This is an optimization exercise on Yosys and OpenROAD, whose aim is small area, a short achievable clock period and few clock cycles per item, not a production implementation. Only simulation tests tie the RTL to the original design; equivalence was not proved. No activity file was given, so power comes from the tool's default toggle rates.

==> flow/design.v (excerpt) <==
module qad_peak_note (
    input  wire        clk,
    input  wire        rst,           
    input  wire        in_valid,
    output wire        in_ready,
    input  wire [44:0] in_re,         
    input  wire [44:0] in_im,         
    input  wire [3:0]  log2n,         
    input  wire [19:0] sr,            
    output wire        out_valid,
    input  wire        out_ready,
    output wire [3:0]  code,          
    output wire [10:0] peak_bin,
    output wire [43:0] peak_mag,
    output wire [30:0] freq,          
    output wire [8:0]  note_key,      
    output wire [3:0]  note_pc,
    output wire [5:0]  note_oct,      
    output wire [15:0] note_name,     
    output wire [31:0] note_freq,     
    output wire [31:0] note_dev       
);
==> flow/config.mk <==
export PLATFORM = sky130hd
export DESIGN_NAME = qad_peak_note
export DESIGN_NICKNAME = qad_peak_note
export VERILOG_FILES = /design/flow/design.v
export SDC_FILE = /design/flow/constraint.sdc
export NUM_CORES = 4
export LEC_CHECK = 0
export CAP_MARGIN = 20
export CORE_MARGIN = 2
export CORE_UTILIZATION = 60
export CTS_CLUSTER_DIAMETER = 100
export CTS_CLUSTER_SIZE = 20
export SLEW_MARGIN = 20
==> flow/constraint.sdc <==
create_clock -name core_clock -period 15.0 [get_ports {clk}]
set_input_delay 3.0000 -clock core_clock [delete_from_list [all_inputs] [get_ports {clk}]]
set_output_delay 3.0000 -clock core_clock [all_outputs]
set_load 0.01 [all_outputs]
standard.sh (not shown) runs the stock make flow with config.mk's settings and CLKGATE_MAP_FILE= SYNTH_SCRIPT=/design/flow/synth_recipe.tcl, a recipe that flattens the netlist after the stock synthesis.
==> flow/flow/run.sh <==
#!/bin/bash
# The standard layout (standard.sh, all steps), except that the buffers
# placed on the input and output ports are sky130_fd_sc_hd__buf_1 cells.
set -e
export BUFFER_PORTS_ARGS="-buffer_cell sky130_fd_sc_hd__buf_1"
bash standard.sh > standard.log 2>&1
Testbench counts at the start, summed over its fixed seeds: cycles 114,331, bins 108,544.
==> next run, changes <==
--- a/flow/design.v
+++ b/flow/design.v
@@ -52,24 +52,17 @@
         for (gi = M; gi < 44; gi = gi + 1) begin : g_lod
             assign sfx[gi] = sfx[gi + 1] | y_or[gi];
             assign top[gi] = y_or[gi] & !sfx[gi + 1];
         end
     endgenerate
     reg  [5:0]  s_in;
-    reg  [4:0]  oh8_in;               
-    reg  [7:0]  oh1_in;               
     integer i;
     always @(*) begin
-        s_in   = 6'd0;
-        oh8_in = {4'd0, !sfx[M]};
-        oh1_in = {7'd0, !sfx[M]};
-        for (i = M; i < 44; i = i + 1) begin
+        s_in = 6'd0;
+        for (i = M; i < 44; i = i + 1)
             s_in = s_in | ({6{top[i]}} & (i[5:0] - M + 6'd1));
-            oh8_in[(i - M + 1) / 8] = oh8_in[(i - M + 1) / 8] | top[i];
-            oh1_in[(i - M + 1) % 8] = oh1_in[(i - M + 1) % 8] | top[i];
-        end
     end
     reg         r_v, r_first, r_last;
     reg  [QW-1:0] r_r0, r_r1;
     reg  [5:0]  r_s;
     wire [10:0] r_idx = cnt - {10'd0, s1_v};    
     reg  [44:0] x2_a, x2_b;
@@ -302,14 +295,14 @@
             ev_gt_q    <= ev_gt;
             {d_big, d_m1, d_p1, d_eq} <= cmp_nx;
             if (in_fire) begin
                 s1_a     <= {in_re[44], y_re};
                 s1_b     <= {in_im[44], y_im};
                 s1_s     <= s_in;
-                s1_oh8   <= oh8_in;
-                s1_oh1   <= oh1_in;
+                s1_oh8   <= 5'd1 << s_in[5:3];
+                s1_oh1   <= 8'd1 << s_in[2:0];
                 s1_first <= expect_first;
                 s1_last  <= nxt_last;
                 cnt      <= nxt_idx;
                 expect_first <= nxt_last;
                 if (expect_first) begin
                     l2n_q <= log2n;
Outcome:
- non-clock buffer count falls by 5
- design area came out higher by 0.39%
- power fell by 14%
- fmax stays flat
- register-to-register slack gains 0.15 ns
- worst hold slack is better by 0.013 ns
- final cell count grows by 0.80%
- utilization increases by 0.16 points
- wire length rose by 1.1%
Testbench counts after the change, summed over its fixed seeds: cycles 114,331, bins 108,544.

## old
Another version of the RTL of qad_peak_note (not shown whole).
Size: about 1000 flip-flops, about 310 I/O pins.
==> flow/design.v (excerpt) <==
module qad_peak_note (
    input  wire        clk,
    input  wire        rst,           
    input  wire        in_valid,
    output wire        in_ready,
    input  wire [44:0] in_re,         
    input  wire [44:0] in_im,         
    input  wire [3:0]  log2n,         
    input  wire [19:0] sr,            
    output wire        out_valid,
    input  wire        out_ready,
    output wire [3:0]  code,          
    output wire [10:0] peak_bin,
    output wire [43:0] peak_mag,
    output wire [30:0] freq,          
    output wire [8:0]  note_key,      
    output wire [3:0]  note_pc,
    output wire [5:0]  note_oct,      
    output wire [15:0] note_name,     
    output wire [31:0] note_freq,     
    output wire [31:0] note_dev       
);
==> flow/config.mk <==
export PLATFORM = sky130hd
export DESIGN_NAME = qad_peak_note
export DESIGN_NICKNAME = qad_peak_note
export VERILOG_FILES = /design/flow/design.v
export SDC_FILE = /design/flow/constraint.sdc
export NUM_CORES = 4
export LEC_CHECK = 0
export CAP_MARGIN = 20
export CORE_MARGIN = 2
export CORE_UTILIZATION = 60
export CTS_CLUSTER_DIAMETER = 100
export CTS_CLUSTER_SIZE = 20
export SLEW_MARGIN = 20
==> flow/constraint.sdc <==
create_clock -name core_clock -period 15.0 [get_ports {clk}]
set_input_delay 3.0000 -clock core_clock [delete_from_list [all_inputs] [get_ports {clk}]]
set_output_delay 3.0000 -clock core_clock [all_outputs]
set_load 0.01 [all_outputs]
Scripts as last shown in full above: flow/flow/run.sh
Testbench counts of old, summed over its fixed seeds: cycles 114,331, bins 108,544.
Modified inputs, new compared to old
diff --git a/flow/design.v b/flow/design.v
--- a/flow/design.v
+++ b/flow/design.v
@@ -58,19 +58,19 @@
     integer i;
     always @(*) begin
         s_in = 6'd0;
         for (i = M; i < 44; i = i + 1)
             s_in = s_in | ({6{top[i]}} & (i[5:0] - M + 6'd1));
     end
     reg         r_v, r_first, r_last;
     reg  [QW-1:0] r_r0, r_r1;
     reg  [5:0]  r_s;
-    reg  [10:0] r_idx;
+    wire [10:0] r_idx = cnt - {10'd0, s1_v};    
     reg  [44:0] x2_a, x2_b;
     wire [M+6:0] t8_a, t8_b;
     wire [M-1:0] ysh_a, ysh_b;
     wire [87:0]  ya_ext = {44'd0, s1_a[43:0]};
     wire [87:0]  yb_ext = {44'd0, s1_b[43:0]};
     genvar gj;
     generate
         for (gj = 0; gj < M + 7; gj = gj + 1) begin : g_sh8
             assign t8_a[gj] = |(s1_oh8 & {ya_ext[gj + 32], ya_ext[gj + 24], ya_ext[gj + 16],
@@ -154,21 +154,20 @@
     localparam [2:0] P_IDLE = 3'd0, P_HORN = 3'd1, P_NORM = 3'd2,
                      P_THR  = 3'd3, P_FIN  = 3'd4, P_NF   = 3'd5, P_DEV = 3'd6;
     reg  [2:0]  pst;
     reg  [4:0]  pcnt;                 
     reg  [10:0] pk;
     reg  [19:0] sr_p;
     reg  [3:0]  l2n_p;
     reg  [30:0] v;
     reg  [31:0] nf;
-    reg  [4:0]  p;
     reg  [31:0] dev;
-    reg  [4:0]  q_r;
+    reg  [4:0]  q_r;                  
     reg  [3:0]  rr_r;
     reg         out_v;
     reg         map_done;
     wire post_free = !isq_busy && (pst == P_IDLE) && !map_done && !out_v;
     wire handoff   = fe_pend && (st == S_RUN) && !ev_gt_q && !ex_busy && pb_valid && post_free;
     reg         h_bit;                
     wire [4:0]  hb_idx = {1'b0, l2n_p} - 5'd3 - pcnt;
     wire        h_bit_nx = !hb_idx[4] && pk[hb_idx[3:0]];
     wire [4:0]  hb_idx0 = {1'b0, l2n_q} - 5'd2;
@@ -196,19 +195,19 @@
         (rr_sel == 4'd3) ? 31'd1304961152 :
         (rr_sel == 4'd4) ? 31'd1382558180 :
         (rr_sel == 4'd5) ? 31'd1464769368 :
         (rr_sel == 4'd6) ? 31'd1551869087 :
         (rr_sel == 4'd7) ? 31'd1644148025 :
         (rr_sel == 4'd8) ? 31'd1741914154 :
         (rr_sel == 4'd9) ? 31'd1845493760 :
         (rr_sel == 4'd10) ? 31'd1955232530 :
         31'd2071496706;
-    wire [4:0] q_sel = (pcnt == 5'd12) ? p + 5'd1 : p;
+    wire [4:0] q_sel = (pcnt == 5'd12) ? q_r + 5'd1 : q_r;    
     reg  dc;                          
     assign out_valid = out_v;
     assign code      = {2'b00, dc, 1'b1};
     assign peak_bin  = pk;
     assign peak_mag  = sq_root;
     assign freq      = v;
     assign note_freq = nf;
     assign note_dev  = dev;
     wire [4:0] q  = q_r;
@@ -306,19 +305,18 @@
                     sr_q  <= sr;
                 end
             end
             if (r_adv) begin
                 r_r0    <= sq_r0;
                 r_r1    <= sq_r1;
                 r_s     <= s1_s;
                 r_first <= s1_first;
                 r_last  <= s1_last;
-                r_idx   <= cnt;
                 x2_a    <= s1_a;
                 x2_b    <= s1_b;
             end
             if (ev && r_last)
                 fe_pend <= 1'b1;
             if (ev_gt) begin
                 q_b <= q_k;
                 s_b <= r_s;
             end
@@ -402,29 +400,29 @@
                     isq_busy <= 1'b0;
             end
             case (pst)
                 P_HORN: begin
                     v    <= v_next;
                     h_bit <= h_bit_nx;
                     pcnt <= pcnt + 5'd1;
                     if (pcnt == 5'd10) begin
                         nf   <= {1'b0, v_next};
-                        p    <= 5'd30;
+                        q_r  <= 5'd30;
                         pst  <= dc ? P_DEV : P_NORM;
                     end
                 end
-                P_NORM: begin
-                    if (nf[30:23] == 8'd0) begin
+                P_NORM: begin                     
+                    if (nf[30:23] == 8'd0 && q_r >= 5'd8) begin
                         nf <= {1'b0, nf[22:0], 8'd0};
-                        p  <= p - 5'd8;
-                    end else if (!nf[30]) begin
+                        q_r <= q_r - 5'd8;
+                    end else if (!nf[30] && q_r != 5'd0) begin
                         nf <= {1'b0, nf[29:0], 1'b0};
-                        p  <= p - 5'd1;
+                        q_r <= q_r - 5'd1;
                     end else begin
                         pcnt <= 5'd0;
                         pst  <= P_THR;
                     end
                 end
                 P_THR: begin
                     if (pcnt != 5'd12 && m_ge)
                         pcnt <= pcnt + 5'd1;
                     else
==> comparison <==
Between old and new, count of clock-buffer cells in the layout increased. Compared with old, in new fmax down 6.5%, synthesized area shows a reduction of 0.91%, number of antenna cells inserted moved down, combinational power rose by about 3.6%.
Testbench counts of new, summed over its fixed seeds: cycles 114,331, bins 108,544.

==> what the ideal ports hide <==
No port has a modelled driver above. Below, the same layouts with a new extraction and two added sets of constraints. Step 1: set_driving_cell puts a clkbuf_16 on clk and a buf_2 on each other input, an assumption about the parent block. Step 2 times the ports against the registers' clock, not the clock port: input delays grow and output delays shrink by t, the midpoint of the rising clock arrivals with the driver on. a / b / c = ideal ports / drivers / drivers and shift; a / b = the first two.
run	shift t [ns]	setup WS [ns]	worst setup path at the end	clock arrival spread, ns
the first run of note 1	0.770	8.770 / 8.827 / 8.057	input to register	0.063 / 0.063
the second run of note 1	0.776	8.755 / 8.805 / 8.029	input to register	0.026 / 0.026
old	0.780	8.846 / 8.769 / 8.583	input to register	0.037 / 0.037
new	0.758	8.422 / 8.346 / 8.224	input to register	0.045 / 0.045
After both steps every run listed still meets setup and hold. For the second run of note 1, which loses most, drivers alone change the setup slack by +0.050 ns; drivers and shift together by -0.726 ns.
